This design comes from an exercise in tuning for small area on the open sky130 flow, not from production work. The RTL was checked by simulation tests, not by an equivalence proof against the original design. No driver is modelled on the clock port, so clocking that relies on it looks cheaper here than on a real chip. Power and IR drop assume default switching activity.

## the baseline
==> flow/design.v (excerpt) <==
module btncore (
    input  wire        clk,
    input  wire        rst,
    input  wire [1:0]  btn_n,
    output wire [3:0]  digit_o,
    output wire [24:0] glyph_o,
    output wire        render_stb_o,
    output wire        tone_on_o,
    output wire [15:0] tone_freq_o,
    output wire        tone_start_stb_o,
    output wire        tone_stop_stb_o,
    output wire        pwm_en_o,
    output wire        status_led_o,
    output wire [1:0]  is_debouncing_o,
    output wire [1:0]  irq_en_o
);
Settings: LEC_CHECK=0, CAP_MARGIN=20, CORE_MARGIN=2, CORE_UTILIZATION=40, SLEW_MARGIN=20; clock period 10.0 ns.
run.sh (not shown) runs the stock make flow with config.mk's settings and CLKGATE_MAP_FILE= SYNTH_SCRIPT=/design/flow/synth_recipe.tcl, a recipe that flattens the netlist after the stock synthesis.
Both conditions hold for the baseline: the flow ran to the end and the final layout passed the timing, DRC and antenna checks.
Input-level comparison between the candidate and the baseline:
==> flow/flow/run.sh (new file) <==
#!/bin/bash
# The standard layout, with the smallest buffer (buf_1) on every port.
set -euo pipefail
bash standard.sh "BUFFER_PORTS_ARGS=-buffer_cell sky130_fd_sc_hd__buf_1" finish > standard.log 2>&1
==> flow/standard.sh (new file) <==
#!/bin/bash
# synth_recipe.tcl (not shown) runs the flow's synth.tcl, then flattens the netlist and writes it again
# the make line also repeats each setting of config.mk as NAME=value (left out here)
make -C /OpenROAD-flow-scripts/flow DESIGN_CONFIG=/design/flow/config.mk WORK_HOME=/design/flow/orfs CLKGATE_MAP_FILE= SYNTH_SCRIPT=/design/flow/synth_recipe.tcl "${@:-finish}"
removed: flow/run.sh
Notes after the runs:
The met2 usage reported for the candidate is smaller than that of the baseline by 1.4 points. Density: the candidate sparser than the baseline. | global-route wire length before repair | higher: the baseline |. [compare] base=the baseline new=the candidate: pin count of the biggest net entering global routing stayed essentially flat; cell depth of the worst flop-to-flop path essentially unchanged; final cycle utilization of the critical path went down 3.6 points; fraction of final layout cells with drive strength greater than 1 went down.

* * *

== run A ==
Another version of the RTL of btncore (not shown whole).
Size: ~320 cells after synthesis, ~76 flip-flops.
export LEC_CHECK = 0
export CAP_MARGIN = 20
export CORE_MARGIN = 2
export CORE_UTILIZATION = 40
export SLEW_MARGIN = 20
create_clock -name core_clock -period 10.0 [get_ports {clk}]
standard.sh (not shown) runs the stock make flow with config.mk's settings and CLKGATE_MAP_FILE= SYNTH_SCRIPT=/design/flow/synth_recipe.tcl, a recipe that flattens the netlist after the stock synthesis.
==> flow/flow/run.sh <==
#!/bin/bash
# The standard layout (standard.sh, synth_recipe.tcl unchanged) with these
# settings changed:
#  - ABC maps the logic with an area-oriented script (flow/abc_area.script)
#    instead of ORFS's speed script: the design has 5 ns of slack to spare;
#  - the smallest buffer (buf_1) on every port;
#  - clock tree synthesis without dummy loads, and afterwards each clock
#    buffer is downsized as far as the clock-pin slew allows
#    (flow/downsize_clk.tcl, run as ORFS's POST_CTS_TCL hook);
#  - a denser floorplan and placement (CORE_UTILIZATION 80, PLACE_DENSITY
#    0.93), which shortens the clock and signal wires.
# Registers are mapped before ABC runs, so they are the standard synthesis's.
set -euo pipefail
W=$PWD
cat > "$W/flow_synth.tcl" <<EOF
# ORFS's synthesis through synth_recipe.tcl, with ABC's -script replaced.
proc abc {args} {
  set i [lsearch -exact \$args -script]
  if {\$i >= 0} { lset args [expr {\$i + 1}] $W/flow/abc_area.script }
  yosys abc {*}\$args
}
source $W/synth_recipe.tcl
EOF
bash standard.sh "SYNTH_SCRIPT=$W/flow_synth.tcl" "ADDER_MAP_FILE=" \
  "BUFFER_PORTS_ARGS=-buffer_cell sky130_fd_sc_hd__buf_1" \
  "CTS_ARGS=-sink_clustering_enable -repair_clock_nets -dont_use_dummy_load" \
  "POST_CTS_TCL=$W/flow/downsize_clk.tcl" "CORE_UTILIZATION=80" "PLACE_DENSITY=0.93" \
  "SKIP_REPAIR_TIE_FANOUT=1" \
  finish > standard.log 2>&1
Other scripts of this flow, unchanged in this note and not shown: flow/flow/abc_area.script, flow/flow/downsize_clk.tcl
Run A ran to completion and came out clean on the timing, DRC and antenna checks.
The inputs of run B differ from those of run A as listed below.
-- flow/flow/run.sh --
<<< run A, line 28
  "SKIP_REPAIR_TIE_FANOUT=1" \
>>> run B, line 28
Notes after the runs:
Every stage of the flow completed for run B, and the final layout passed the timing, DRC and antenna checks. Compared with run A, in run B filler-free cell count of the finished design picked up an extra 8, met1 track demand over resource went up, count of nets after finishing went up. The core of run B is more densely filled than that of run A. Comparing run B with run A, the delay of the slowest cell on the worst path came out essentially unchanged. Higher final worst hold slack was reported by run A, not run B.
--- input diff run B..run C ---
-- flow/flow/run.sh --
<<< run B, line 9
#    (flow/downsize_clk.tcl, run as ORFS's POST_CTS_TCL hook);
#  - a denser floorplan and placement (CORE_UTILIZATION 80, PLACE_DENSITY
#    0.93), which shortens the clock and signal wires.
>>> run C, line 9
#    (flow/downsize_clk.tcl, run as ORFS's POST_CTS_TCL hook).
<<< run B, line 27
  "POST_CTS_TCL=$W/flow/downsize_clk.tcl" "CORE_UTILIZATION=80" "PLACE_DENSITY=0.93" \
>>> run C, line 25
  "POST_CTS_TCL=$W/flow/downsize_clk.tcl" "CORE_UTILIZATION=85" "PLACE_DENSITY=0.95" \
Findings:
Run C: it failed during 3_3_place_gp, and the tool reported GPL-0301. Die extent in x for run C is lower than for run B. The chip height in run C was lower than what run B gave. Comparing run B against run C, there is no change at all in fraction of synthesis flops using an asynchronous set or reset pin. Changes observed in run C relative to run B: count of distinct cell types in the synthesized netlist essentially unchanged, average cell area after synthesis about even. On post-synthesis instance total, run B and run C are basically level. The initial cell density of the core in run C sits 6.3 points above the value recorded for run B. Reported for run B and run C, total I/O pin count turned out identical to the last digit. Share of the synthesized area in compound gates (AO/OA/AOI/OAI) came out exactly the same in run B and run C. Number of I/O port buffers came out exactly the same in run B and run C.
The inputs of run D differ from those of run C as listed below.
-- flow/flow/run.sh --
<<< run C, line 25
  "POST_CTS_TCL=$W/flow/downsize_clk.tcl" "CORE_UTILIZATION=85" "PLACE_DENSITY=0.95" \
>>> run D, line 25
  "POST_CTS_TCL=$W/flow/downsize_clk.tcl" "CORE_UTILIZATION=75" "PLACE_DENSITY=0.9" \
Tool error GPL-0301 stopped run C during 3_3_place_gp; no final results. Run D: PASS, flow complete, no timing, DRC or antenna violations. Comparing run C against run D, there is no change at all in compound-cell area share of the yosys netlist. Comparing run C and run D, the lower effective utilization at floorplan was measured on run D. Between run C and run D, standard-cell row count is higher for run D, run C comes in under that.

* * *

== run 1 ==
Another version of the RTL of btncore (not shown whole).
For scale: roughly 320 cells after synthesis, ~80 flip-flops, ~59 I/O pins.
export LEC_CHECK = 0
export CAP_MARGIN = 20
export CORE_MARGIN = 2
export CORE_UTILIZATION = 40
export SLEW_MARGIN = 20
create_clock -name core_clock -period 10.0 [get_ports {clk}]
==> flow/flow/run.sh <==
#!/bin/bash
# The standard layout (standard.sh, synth_recipe.tcl unchanged) with these
# settings changed:
#  - ABC maps the logic with an area-oriented script (flow/abc_area.script)
#    instead of ORFS's speed script: the design has 5 ns of slack to spare;
#  - the smallest buffer (buf_1) on every port;
#  - clock tree synthesis without dummy loads.
# Registers are mapped before ABC runs, so they are the standard synthesis's.
set -euo pipefail
W=$PWD
cat > "$W/flow_synth.tcl" <<EOF
# ORFS's synthesis through synth_recipe.tcl, with ABC's -script replaced.
proc abc {args} {
  set i [lsearch -exact \$args -script]
  if {\$i >= 0} { lset args [expr {\$i + 1}] $W/flow/abc_area.script }
  yosys abc {*}\$args
}
source $W/synth_recipe.tcl
EOF
bash standard.sh "SYNTH_SCRIPT=$W/flow_synth.tcl" "ADDER_MAP_FILE=" \
  "BUFFER_PORTS_ARGS=-buffer_cell sky130_fd_sc_hd__buf_1" \
  "CTS_ARGS=-sink_clustering_enable -repair_clock_nets -dont_use_dummy_load" \
  finish > standard.log 2>&1
==> flow/flow/abc_area.script <==
strash
dc2
dch -f
amap -m
Run 1 went all the way through synthesis, placement and routing and the layout is clean on timing, DRC and antenna.
Here is what was changed in the inputs of run 2 compared with run 1.
diff --git a/flow/flow/run.sh b/flow/flow/run.sh
--- a/flow/flow/run.sh
+++ b/flow/flow/run.sh
@@ -7 +7,3 @@
-#  - clock tree synthesis without dummy loads.
+#  - clock tree synthesis without dummy loads, and afterwards each clock
+#    buffer is downsized as far as the clock-pin slew allows
+#    (flow/downsize_clk.tcl, run as ORFS's POST_CTS_TCL hook).
@@ -22,0 +25 @@
+  "POST_CTS_TCL=$W/flow/downsize_clk.tcl" \
==> flow/flow/abc_area.script <==
strash
dch -f
amap -m
==> flow/flow/downsize_clk.tcl (new file) <==
proc dsc_max_clk_slew {} {
  set mx 0
  foreach p [get_pins -hierarchical */CLK] {
    foreach e {rise fall} {
      set s [get_property $p slew_max_$e]
      if {$s > $mx} { set mx $s }
    }
  }
  return $mx
}
set dsc_target 0.110
set dsc_sizes {sky130_fd_sc_hd__clkbuf_1 sky130_fd_sc_hd__clkbuf_2 sky130_fd_sc_hd__clkbuf_4 sky130_fd_sc_hd__clkbuf_8 sky130_fd_sc_hd__clkbuf_16}
estimate_parasitics -placement
puts "clock buffer downsizing: max clock pin slew [dsc_max_clk_slew] before"
foreach inst [[ord::get_db_block] getInsts] {
  set m [[$inst getMaster] getName]
  if {[lsearch -exact $dsc_sizes $m] < 0} { continue }
  set orig $m
  foreach cand $dsc_sizes {
    if {$cand eq $orig} { break }
    replace_cell [get_cells [$inst getName]] [get_lib_cells $cand]
    estimate_parasitics -placement
    if {[dsc_max_clk_slew] <= $dsc_target} { break }
    replace_cell [get_cells [$inst getName]] [get_lib_cells $orig]
    estimate_parasitics -placement
  }
  puts "clock buffer [$inst getName]: $orig -> [[$inst getMaster] getName]"
}
puts "clock buffer downsizing: max clock pin slew [dsc_max_clk_slew] after"
Notes after the runs:
In summary, run 2 completed successfully, with a layout that passed the timing, DRC and antenna checks. Higher final layout net count among run 2 and run 1: run 2. | maximum resistive drop on vdd | run 2 vs run 1 | 0.000018 V higher |. Run 2 ended up with a lower worst-margin pin slew than run 1 did. | worst setup slack | run 2 vs run 1 | 0.38 ns lower |. Of the two candidates, run 1 has the worse post-synthesis instance area and run 2 the better one.
What run 3 does differently from run 2 at the input level:
==> flow/flow/abc_area.script <==
strash
dc2
dch -f
amap -m
## What came out
The number of search-and-repair iterations in the first detailed-routing pass of run 3 is lower than that of run 2.
Number of fillers in the final layout went down by a few percent going from run 2 to run 3.
Run 3 vs. run 2: wire length on met1 saw an increase; clock insertion delay at the later pin of the skew report saw a decrease.
Run 2 ended up with met2 as its layer with the highest usage; run 3 ended up with met1.

* * *

Setup of oak:
The RTL this note starts from:
==> flow/design.v <==
module btncore_debounce (
    input  wire clk,
    input  wire rst,
    input  wire btn_n,
    input  wire service,
    output wire is_debouncing,
    output wire due
);
    localparam [5:0] DB_LOAD = 6'b000101;
    localparam [5:0] DB_POL  = 6'b101010;
    reg  [5:0] t;
    wire [5:0] s = t ^ DB_POL;
    wire idle = (s[5:1] == 5'd0);
    assign is_debouncing = ~idle;
    assign due = s[5] & ~s[3] & ~s[2] & ~s[1];
    wire accept = idle & s[0] & ~btn_n;
    wire [5:0] nxt = (rst | ((idle | service) & ~accept)) ? {5'd0, btn_n} :
                     accept                               ? DB_LOAD :
                     {s[4:0], s[5] ^ s[4]};
    always @(posedge clk)
        t <= nxt ^ DB_POL;
endmodule
module btncore_glyph (
    input  wire [3:0]  d,
    output wire [24:0] glyph
);
    assign glyph[0] = ~d[0] | d[1] | d[2] | d[3];
    assign glyph[1] = (~d[2] & ~d[0]) | (d[2] & d[0]) | d[1] | d[3];
    assign glyph[2] = d[0] | d[1] | ~d[2];
    assign glyph[3] = (~d[2] & ~d[0]) | (d[2] & d[0]) | d[1] | d[3];
    assign glyph[4] = ~d[0] | d[1] | d[2] | d[3];
    assign glyph[5] = (~d[1] & ~d[0]) | (d[2] & ~d[0]) | (d[2] & ~d[1]) | d[3];
    assign glyph[6] = (~d[3] & ~d[2] & ~d[1] & d[0]);
    assign glyph[7] = (~d[3] & ~d[2] & ~d[1] & d[0]);
    assign glyph[8] = 1'b0;
    assign glyph[9] = (~d[1] & ~d[0]) | (~d[2] & ~d[0]) | (d[1] & d[0]) | d[3];
    assign glyph[10] = ~d[0] | (d[2] & ~d[1]) | (~d[2] & d[1]) | d[3];
    assign glyph[11] = (d[1] & ~d[0]) | (d[2] & ~d[1]) | (~d[2] & d[1]) | d[3];
    assign glyph[12] = (d[1] & ~d[0]) | (~d[2] & d[0]) | (d[2] & ~d[1]) | d[3];
    assign glyph[13] = d[1] | d[2] | d[3];
    assign glyph[14] = ~d[0] | (d[2] & ~d[1]) | (~d[2] & d[1]) | d[3];
    assign glyph[15] = (d[1] & ~d[0]) | (~d[2] & ~d[0]);
    assign glyph[16] = 1'b0;
    assign glyph[17] = (~d[3] & ~d[2] & ~d[1] & d[0]) | (d[2] & d[1] & d[0]);
    assign glyph[18] = 1'b0;
    assign glyph[19] = (~d[1] & ~d[0]) | (d[2] & ~d[0]) | (~d[2] & d[1] & d[0]) | (d[2] & ~d[1]) | d[3];
    assign glyph[20] = (d[1] & ~d[0]) | (~d[2] & ~d[0]) | (d[2] & ~d[1] & d[0]) | (~d[2] & d[1]) | d[3];
    assign glyph[21] = (d[1] & ~d[0]) | (~d[1] & d[0]) | ~d[2];
    assign glyph[22] = d[0] | d[1] | ~d[2];
    assign glyph[23] = (d[1] & ~d[0]) | (~d[1] & d[0]) | ~d[2];
    assign glyph[24] = ~d[0] | (d[2] & ~d[1]) | (~d[2] & d[1]) | d[3];
endmodule
module btncore_tone (
    input  wire [3:0]  d,
    output wire [15:0] freq
);
    assign freq[0] = (d[1] & d[0]) | d[3];
    assign freq[1] = (d[1] & ~d[0]) | (~d[2] & ~d[1]) | (d[2] & d[1]);
    assign freq[2] = (d[2] & d[1] & ~d[0]) | (~d[2] & d[1] & d[0]) | (~d[3] & ~d[2] & ~d[1]);
    assign freq[3] = (d[3] & ~d[0]) | d[1] | d[2];
    assign freq[4] = (d[2] & ~d[1] & d[0]) | (~d[2] & d[1] & d[0]) | (d[3] & d[0]);
    assign freq[5] = (d[2] & d[1] & ~d[0]) | (~d[3] & ~d[1] & d[0]);
    assign freq[6] = (d[1] & ~d[0]) | (d[3] & ~d[0]) | (~d[2] & d[1]);
    assign freq[7] = (d[2] & ~d[0]) | (d[3] & d[0]) | (d[2] & ~d[1]);
    assign freq[8] = (d[1] & ~d[0]) | (d[2] & ~d[1]) | (~d[3] & ~d[2]);
    assign freq[9] = (d[2] & d[1] & d[0]) | d[3];
    assign freq[10] = 1'b0;
    assign freq[11] = 1'b0;
    assign freq[12] = 1'b0;
    assign freq[13] = 1'b0;
    assign freq[14] = 1'b0;
    assign freq[15] = 1'b0;
endmodule
module btncore_step (
    input  wire [3:0] d,
    output wire [3:0] t_inc,
    output wire [3:0] t_dec
);
    assign t_inc[0] = 1'b1;
    assign t_inc[1] = (~d[3] & d[0]);
    assign t_inc[2] = (d[1] & d[0]);
    assign t_inc[3] = (d[2] & d[1] & d[0]) | (d[3] & d[0]);
    assign t_dec[0] = 1'b1;
    assign t_dec[1] = (d[1] & ~d[0]) | (d[2] & ~d[0]) | (d[3] & ~d[0]);
    assign t_dec[2] = (d[2] & ~d[1] & ~d[0]) | (d[3] & ~d[0]);
    assign t_dec[3] = (~d[2] & ~d[1] & ~d[0]);
endmodule
module btncore_stage (
    input  wire clk,
    input  wire rst,
    input  wire arm,
    output wire fire
);
    localparam [5:0] ST_LOAD = 6'b001010;
    localparam [5:0] ST_POL  = 6'b101010;
    reg  [5:0] t;
    wire [5:0] s = t ^ ST_POL;
    assign fire = s[5] & ~s[4] & ~s[3] & ~s[2] & ~s[0];
    wire [5:0] nxt = rst ? 6'd0 :
                     arm ? ST_LOAD :
                     {s[4:0], (s[5] ^ s[4]) & ~fire};
    always @(posedge clk)
        t <= nxt ^ ST_POL;
endmodule
module btncore_silence (
    input  wire clk,
    input  wire rst,
    input  wire press,
    output wire fire
);
    wire [3:0] f;
    btncore_stage u_s0 (.clk(clk), .rst(rst), .arm(press), .fire(f[0]));
    btncore_stage u_s1 (.clk(clk), .rst(rst), .arm(f[0]),  .fire(f[1]));
    btncore_stage u_s2 (.clk(clk), .rst(rst), .arm(f[1]),  .fire(f[2]));
    btncore_stage u_s3 (.clk(clk), .rst(rst), .arm(f[2]),  .fire(f[3]));
    assign fire = f[3];
endmodule
module btncore (
    input  wire        clk,
    input  wire        rst,
    input  wire [1:0]  btn_n,
    output wire [3:0]  digit_o,
    output wire [24:0] glyph_o,
    output wire        render_stb_o,
    output wire        tone_on_o,
    output wire [15:0] tone_freq_o,
    output wire        tone_start_stb_o,
    output wire        tone_stop_stb_o,
    output wire        pwm_en_o,
    output wire        status_led_o,
    output wire [1:0]  is_debouncing_o,
    output wire [1:0]  irq_en_o
);
    localparam [6:0] BL_LOAD = 7'b1110000;
    localparam [6:0] BL_POL  = 7'b0101010;
    reg [3:0]  digit;
    reg [6:0]  blink;
    wire [6:0] bl = blink ^ BL_POL;
    reg        status_led;
    reg        tone_on;
    reg        pwm_en;
    reg        press_stb;
    reg        tone_stop_stb;
    wire [1:0] due;
    wire       ci = due[0];
    wire       cd = due[1] & ~due[0];
    btncore_debounce u_db_inc (
        .clk(clk), .rst(rst), .btn_n(btn_n[0]), .service(ci),
        .is_debouncing(is_debouncing_o[0]), .due(due[0])
    );
    btncore_debounce u_db_dec (
        .clk(clk), .rst(rst), .btn_n(btn_n[1]), .service(cd),
        .is_debouncing(is_debouncing_o[1]), .due(due[1])
    );
    wire press_inc = ci & ~btn_n[0];
    wire press_dec = cd & ~btn_n[1];
    wire press     = press_inc | press_dec;
    wire bf        = (bl == 7'd0);
    wire [3:0] digit_tinc, digit_tdec;
    btncore_step u_step (.d(digit), .t_inc(digit_tinc), .t_dec(digit_tdec));
    wire [1:0] fire;
    btncore_silence u_sil_inc (.clk(clk), .rst(rst), .press(press_inc), .fire(fire[0]));
    btncore_silence u_sil_dec (.clk(clk), .rst(rst), .press(press_dec), .fire(fire[1]));
    wire silence = |fire;
    always @(posedge clk) begin
        if (rst) begin
            digit         <= 4'd0;
            blink         <= BL_LOAD ^ BL_POL;
            status_led    <= 1'b0;
            tone_on       <= 1'b0;
            pwm_en        <= 1'b0;
            press_stb     <= 1'b0;
            tone_stop_stb <= 1'b0;
        end else begin
            digit <= digit ^ ({4{press_inc}} & digit_tinc)
                           ^ ({4{press_dec}} & digit_tdec);
            if (press)
                tone_on <= 1'b1;
            else if (silence)
                tone_on <= 1'b0;
            if (press)
                pwm_en <= 1'b1;
            press_stb     <= press;
            tone_stop_stb <= silence;
            if (bf) begin
                blink      <= BL_LOAD ^ BL_POL;
                status_led <= ~status_led;
            end else begin
                blink      <= {bl[5:0], ~(bl[6] ^ bl[5])} ^ BL_POL;
            end
        end
    end
    btncore_glyph u_glyph (.d(digit), .glyph(glyph_o));
    btncore_tone  u_tone  (.d(digit), .freq(tone_freq_o));
    assign digit_o          = digit;
    assign render_stb_o     = press_stb;
    assign tone_start_stb_o = press_stb;
    assign tone_on_o        = tone_on;
    assign tone_stop_stb_o  = tone_stop_stb;
    assign pwm_en_o         = pwm_en;
    assign status_led_o     = status_led;
    assign irq_en_o         = ~is_debouncing_o;
endmodule
export LEC_CHECK = 0
export CAP_MARGIN = 20
export CORE_MARGIN = 2
export CORE_UTILIZATION = 40
export SLEW_MARGIN = 20
create_clock -name core_clock -period 10.0 [get_ports {clk}]
==> flow/flow/run.sh <==
#!/bin/bash
# The standard layout (standard.sh, synth_recipe.tcl unchanged) with these
# settings changed:
#  - ABC maps the logic with an area-oriented script (flow/abc_area.script)
#    instead of ORFS's speed script: the design has 5 ns of slack to spare;
#  - the smallest buffer (buf_1) on every port;
#  - clock tree synthesis without dummy loads, and afterwards each clock
#    buffer is downsized as far as the clock-pin slew allows
#    (flow/downsize_clk.tcl, run as ORFS's POST_CTS_TCL hook).
# Registers are mapped before ABC runs, so they are the standard synthesis's.
set -euo pipefail
W=$PWD
cat > "$W/flow_synth.tcl" <<EOF
# ORFS's synthesis through synth_recipe.tcl, with ABC's -script replaced.
proc abc {args} {
  set i [lsearch -exact \$args -script]
  if {\$i >= 0} { lset args [expr {\$i + 1}] $W/flow/abc_area.script }
  yosys abc {*}\$args
}
source $W/synth_recipe.tcl
EOF
bash standard.sh "SYNTH_SCRIPT=$W/flow_synth.tcl" "ADDER_MAP_FILE=" \
  "BUFFER_PORTS_ARGS=-buffer_cell sky130_fd_sc_hd__buf_1" \
  "CTS_ARGS=-sink_clustering_enable -repair_clock_nets -dont_use_dummy_load" \
  "POST_CTS_TCL=$W/flow/downsize_clk.tcl" "CORE_UTILIZATION=60" "PLACE_DENSITY=0.75" \
  finish > standard.log 2>&1
==> flow/flow/abc_area.script <==
strash
dch -f
amap -m
==> flow/flow/downsize_clk.tcl <==
proc dsc_max_clk_slew {} {
  set mx 0
  foreach p [get_pins -hierarchical */CLK] {
    foreach e {rise fall} {
      set s [get_property $p slew_max_$e]
      if {$s > $mx} { set mx $s }
    }
  }
  return $mx
}
set dsc_target 0.115
set dsc_sizes {sky130_fd_sc_hd__clkbuf_1 sky130_fd_sc_hd__clkbuf_2 sky130_fd_sc_hd__clkbuf_4 sky130_fd_sc_hd__clkbuf_8 sky130_fd_sc_hd__clkbuf_16}
estimate_parasitics -placement
puts "clock buffer downsizing: max clock pin slew [dsc_max_clk_slew] before"
foreach inst [[ord::get_db_block] getInsts] {
  set m [[$inst getMaster] getName]
  if {[lsearch -exact $dsc_sizes $m] < 0} { continue }
  set orig $m
  foreach cand $dsc_sizes {
    if {$cand eq $orig} { break }
    replace_cell [get_cells [$inst getName]] [get_lib_cells $cand]
    estimate_parasitics -placement
    if {[dsc_max_clk_slew] <= $dsc_target} { break }
    replace_cell [get_cells [$inst getName]] [get_lib_cells $orig]
    estimate_parasitics -placement
  }
  puts "clock buffer [$inst getName]: $orig -> [[$inst getMaster] getName]"
}
puts "clock buffer downsizing: max clock pin slew [dsc_max_clk_slew] after"
oak: full flow OK, the timing, DRC and antenna checks passed
diff inputs: oak => pine
-- flow/flow/run.sh --
<<< oak, line 25
  "POST_CTS_TCL=$W/flow/downsize_clk.tcl" "CORE_UTILIZATION=60" "PLACE_DENSITY=0.75" \
>>> pine, line 25
  "POST_CTS_TCL=$W/flow/downsize_clk.tcl" "CORE_UTILIZATION=75" "PLACE_DENSITY=0.9" \
==> run notes <==
On via count, pine does worse than oak. For the sequential portion of the cell area, pine came in 0.47 points higher than oak did. Per the comparison of pine with oak, total length of routed met3 wires went up 76%; number of enable-type register cells in the synthesized netlist held; part of the power in registers went up 1.0 points; overall routed net length went up 7.2%. oak has lower detailed router's first-iteration violation count than pine.

## re-timing with driven ports
In the flow no input, the clock included, has a driving cell. The finished layouts below were timed again as built, in two steps.
Step 1 assumes that a clkbuf_16 drives the clock port and a buf_2 every other input.
Step 2 moves the port delays by t, midway between the first and last clock arrival at a register: inputs arrive t later, outputs are due t later. That takes back most of the time a late clock gives input paths.
Slacks: ideal / step 1 / step 2; pairs: ideal / step 1.
run	t, ns	setup slack, ns	worst hold slack (ns)
the baseline	0.375	5.124 / 5.096 / 5.471	0.386 / 0.386 / 0.386
the candidate	0.371	5.487 / 5.458 / 5.830	0.378 / 0.378 / 0.378
run A	0.460	5.768 / 5.743 / 5.917	0.389 / 0.389 / 0.389
run B	0.470	5.636 / 5.609 / 5.838	0.350 / 0.350 / 0.350
run D	0.472	5.691 / 5.670 / 5.908	0.372 / 0.372 / 0.372
run 1	0.354	5.727 / 5.700 / 5.999	0.361 / 0.361 / 0.361
run 2	0.787	5.348 / 5.323 / 6.110	0.350 / 0.350 / 0.350
run 3	0.750	5.296 / 5.269 / 6.005	0.363 / 0.363 / 0.363
oak	0.711	5.361 / 5.336 / 5.918	0.381 / 0.381 / 0.381
pine	0.419	5.777 / 5.754 / 5.853	0.359 / 0.359 / 0.359
After both steps setup and hold are still met in every run listed.
